Source: an optimization exercise on an open RTL-to-GDS flow (aim: small area, a short achievable clock period and few clock cycles per item). Production flows keep margins and buffers that such runs may drop.
In this exercise RTL edits were held to simulation tests only and were not proved equivalent to the original.

wip/zinc:
## b85_codec
module b85_codec (
    input  wire        clk,
    input  wire        rst,         
    input  wire        in_valid,
    output wire        in_ready,
    input  wire        in_mode,     
    input  wire [39:0] in_data,
    output wire        out_valid,
    input  wire        out_ready,
    output wire [39:0] out_data,
    output wire [1:0]  out_err
);
    reg        ir_v, ir_mode;       
    reg [39:0] ir_data;
    reg        sk_v, sk_mode;       
    reg [39:0] sk_data;
    reg        rdy;                 
    reg        full2, full3;        
    reg        m_v, m_mode;         
    reg [51:0] m_p;                 
    reg        o_v;                 
    reg [39:0] o_data;
    reg [1:0]  o_err;
    assign in_ready  = rdy;
    assign out_valid = o_v;
    assign out_data  = o_data;
    assign out_err   = o_err;
    wire acc     = in_valid & rdy;
    wire stall   = !out_ready;
    wire o_adv   = !o_v | out_ready;       
  ...
clock: 30.0 ns
lec_check: 0
cap_margin: 20
core_margin: 2
core_utilization: 65
slew_margin: 20
synth_hierarchical: 1
standard.sh (not shown) runs the stock make flow with config.mk's settings and CLKGATE_MAP_FILE= SYNTH_SCRIPT=/design/flow/synth_recipe.tcl, a recipe that flattens the netlist after the stock synthesis.
==> flow/flow/run.sh <==
#!/bin/bash
# Own layout flow: the standard layout (standard.sh) unchanged, except that the
# resizer's timing repair keeps a setup margin (so it also speeds up paths that already
# meet the 30 ns clock) and the ports get buf_2 buffers instead of the resizer's choice.
# The clock, the constraints and the synthesis are the standard ones.
set -euo pipefail
export SETUP_SLACK_MARGIN=22.8
export TNS_END_PERCENT=100
export BUFFER_PORTS_ARGS="-buffer_cell sky130_fd_sc_hd__buf_2"
bash standard.sh > standard.log 2>&1
Testbench counts of wip/zinc, summed over its fixed seeds: cycles 3,224, items 3,200.
Modified inputs, wip/garnet compared to wip/zinc
==> flow/run.sh (new file) <==
#!/bin/bash
# synth_recipe.tcl (not shown) runs the flow's synth.tcl, then flattens the netlist and writes it again
# the make line also repeats each setting of config.mk as NAME=value (left out here)
make -C /OpenROAD-flow-scripts/flow DESIGN_CONFIG=/design/flow/config.mk WORK_HOME=/design/flow/orfs CLKGATE_MAP_FILE= SYNTH_SCRIPT=/design/flow/synth_recipe.tcl finish
-- flow/config.mk --
<<< wip/zinc, line 8
export CAP_MARGIN = 20
export CORE_MARGIN = 2
export CORE_UTILIZATION = 65
export SLEW_MARGIN = 20
export SYNTH_HIERARCHICAL = 1
>>> wip/garnet, line 8
export CAP_MARGIN = 20
export CORE_MARGIN = 2
export CORE_UTILIZATION = 80
export SLEW_MARGIN = 20
export SYNTH_HIERARCHICAL = 1
removed: flow/flow/run.sh
removed: flow/standard.sh
### Flow results
Compare wip/zinc and wip/garnet | number of clock buffers in the layout higher: wip/zinc. Against wip/zinc, setup slack in wip/garnet came out worse. wip/garnet: flip-flop and latch share of the layout cell area is 0.21 points lower than what wip/zinc reported. Against wip/zinc as the reference, wip/garnet delivers a higher post-route minimum period. Route | wip/garnet vs wip/zinc | wire longer in wip/garnet. When wip/garnet is measured against wip/zinc, its via count of the first global-routing pass turns out about 17% higher. In wip/garnet, the fraction of final layout cells with drive strength greater than 1 came out 5.5 points below the value in wip/zinc. Diff wip/zinc -> wip/garnet | maximum fanout encountered on the critical timing path | increase of 9.
[inputs] wip/cedar vs wip/garnet
-- flow/config.mk --
<<< wip/garnet, line 8
export CAP_MARGIN = 20
export CORE_MARGIN = 2
export CORE_UTILIZATION = 80
export SLEW_MARGIN = 20
export SYNTH_HIERARCHICAL = 1
>>> wip/cedar, line 8
export CAP_MARGIN = 20
export CORE_MARGIN = 2
export CORE_UTILIZATION = 65
export SLEW_MARGIN = 20
export SYNTH_HIERARCHICAL = 1
Results
out_valid as the end point of the critical path was reported by wip/cedar, and m_p[26] by wip/garnet.
Changes observed in wip/cedar relative to wip/garnet: number of failing setup endpoints in the final timing report neither gained nor lost much; synthesized cell count comparable; fraction of area in clock buffers and inverters stayed essentially flat; area added between synthesis and finish climbed 0.54 points; critical path depth lost 19.
reg2out as the type of the worst setup path was reported by wip/cedar, and reg2reg by wip/garnet.
What wip/harbor does differently from wip/cedar at the input level:
==> flow/flow/run.sh (new file) <==
#!/bin/bash
# Own layout flow: the standard layout (standard.sh) unchanged, except that the
# resizer's timing repair keeps a setup margin (so it also speeds up paths that already
# meet the 30 ns clock) and the ports get buf_2 buffers instead of the resizer's choice.
# The clock, the constraints and the synthesis are the standard ones.
set -euo pipefail
export SETUP_SLACK_MARGIN=23.2
export TNS_END_PERCENT=10
export BUFFER_PORTS_ARGS="-buffer_cell sky130_fd_sc_hd__buf_2"
bash standard.sh > standard.log 2>&1
==> flow/standard.sh (new file) <==
#!/bin/bash
# synth_recipe.tcl (not shown) runs the flow's synth.tcl, then flattens the netlist and writes it again
# the make line also repeats each setting of config.mk as NAME=value (left out here)
make -C /OpenROAD-flow-scripts/flow DESIGN_CONFIG=/design/flow/config.mk WORK_HOME=/design/flow/orfs CLKGATE_MAP_FILE= SYNTH_SCRIPT=/design/flow/synth_recipe.tcl "${@:-finish}"
removed: flow/run.sh
Results
wip/harbor vs wip/cedar — global-route wire length before repair climbed slightly. wip/harbor has number of fill cells in the layout below what wip/cedar had. Any difference in clock insertion delay at the later pin of the skew report between wip/harbor and wip/cedar is small enough to ignore. wip/harbor vs. wip/cedar: global routing met3 resource utilization comparable. wip/harbor vs wip/cedar — number of signal-net buffers in the layout climbed by more than a quarter. Summary of wip/harbor over wip/cedar: wire length on met2 held, worst setup slack after layout went up 0.45 ns, peak per-stage delay on the critical path went down 0.19 ns. On global-route usage, wip/cedar and wip/harbor are neck and neck. Post-synthesis to final-layout area growth was lower in wip/harbor than in wip/cedar.

Another version of the RTL of b85_codec (not shown whole).
For scale: about 1700 cells after synthesis, ~180 flip-flops, about 0.019 mm^2 of cells after synthesis.
Settings: LEC_CHECK=0, CAP_MARGIN=20, CORE_MARGIN=2, CORE_UTILIZATION=65, SLEW_MARGIN=20, SYNTH_HIERARCHICAL=1; clock period 30.0 ns.
==> flow/flow/run.sh <==
#!/bin/bash
# Own layout flow: the standard layout (standard.sh) unchanged, except that the
# resizer's timing repair keeps a setup margin (so it also speeds up paths that already
# meet the 30 ns clock) and the ports get buf_2 buffers instead of the resizer's choice.
# The clock, the constraints and the synthesis are the standard ones.
set -euo pipefail
export SETUP_SLACK_MARGIN=22.8
export TNS_END_PERCENT=100
export BUFFER_PORTS_ARGS="-buffer_cell sky130_fd_sc_hd__buf_2"
bash standard.sh > standard.log 2>&1
Testbench counts at the start, summed over its fixed seeds: cycles 3,224, items 3,200.
==> next run, changes <==
- CORE_UTILIZATION: 65 -> 75
Effect:
- clock skew goes up by 0.0065 ns
- worst setup slack improved by 0.012 ns
- via count goes up by 4.8%
- count of clock-buffer cells in the layout goes down by 2
==> next run, changes <==
--- a/flow/flow/run.sh
+++ b/flow/flow/run.sh
@@ -5,5 +5,5 @@
 # The clock, the constraints and the synthesis are the standard ones.
 set -euo pipefail
-export SETUP_SLACK_MARGIN=22.8
+export SETUP_SLACK_MARGIN=23.0
 export TNS_END_PERCENT=100
 export BUFFER_PORTS_ARGS="-buffer_cell sky130_fd_sc_hd__buf_2"
- CORE_UTILIZATION: 75 -> 65
What happened:
- The changed run ran to the end with no violations
- worst setup slack degrades by 0.012 ns
- synthesized cell count is unchanged
- final area rises by 1.7%
- sequential share of layout area falls by 0.38 points
- wire length falls by about 7%
- clock-buffer cell count rises by 2
- fmax stays flat
- sequential cell count does not change
==> next run, changes <==
--- a/flow/flow/run.sh
+++ b/flow/flow/run.sh
@@ -5,5 +5,5 @@
 # The clock, the constraints and the synthesis are the standard ones.
 set -euo pipefail
-export SETUP_SLACK_MARGIN=23.0
+export SETUP_SLACK_MARGIN=22.95
 export TNS_END_PERCENT=100
 export BUFFER_PORTS_ARGS="-buffer_cell sky130_fd_sc_hd__buf_2"
Result:
- The new run went through all stages and came out clean
- die area does not change
- final cell count came out lower by about 1%
- wire length hardly moves
- flip-flop and latch count stays the same
- count of clock-buffer cells in the layout does not change
- global-route usage stays flat
- synthesized cell count is unchanged
- synthesized area is unchanged

port drivers added, routing unchanged:
Ports are ideal in the flow. The routed layouts listed here were re-timed in OpenROAD. Step 1 (the two cells are an assumption about what drives the block):
set clk [get_ports {clk}]
set_driving_cell -lib_cell sky130_fd_sc_hd__clkbuf_16 $clk
set_driving_cell -lib_cell sky130_fd_sc_hd__buf_2 [delete_from_list [all_inputs] $clk]
Step 2 adds t to the input delays and takes it off the output delays; t is the mean of the earliest and latest rising clock arrival at the registers after step 1. Input paths then give back, and output paths get back, about the clock's delay inside the block. Slacks: ideal ports / drivers / drivers and shift; pairs: ideal ports / drivers.
run	t, ns	setup WS [ns]	latest minus earliest clock arrival (ns)	worst data-port slew with drivers (ns)
wip/zinc	0.512	23.026 / 22.972 / 22.642	0.012 / 0.011	0.03
wip/garnet	0.506	22.382 / 22.382 / 22.057	0.019 / 0.019	0.09
wip/cedar	0.502	22.571 / 22.519 / 22.149	0.009 / 0.009	0.04
wip/harbor	0.505	23.018 / 22.965 / 22.871	0.012 / 0.012	0.04
the first run of note 2	0.504	23.013 / 22.959 / 22.764	0.012 / 0.012	0.03
the second run of note 2	0.484	23.025 / 22.972 / 22.758	0.018 / 0.019	0.03
the third run of note 2	0.505	23.012 / 22.958 / 22.763	0.012 / 0.012	0.03
the fourth run of note 2	0.504	23.013 / 22.958 / 22.764	0.012 / 0.011	0.03
After both steps setup and hold are still met in every run listed. The setup slack of wip/cedar, which loses most, moves by -0.052 ns with the drivers and by -0.422 ns with both steps.
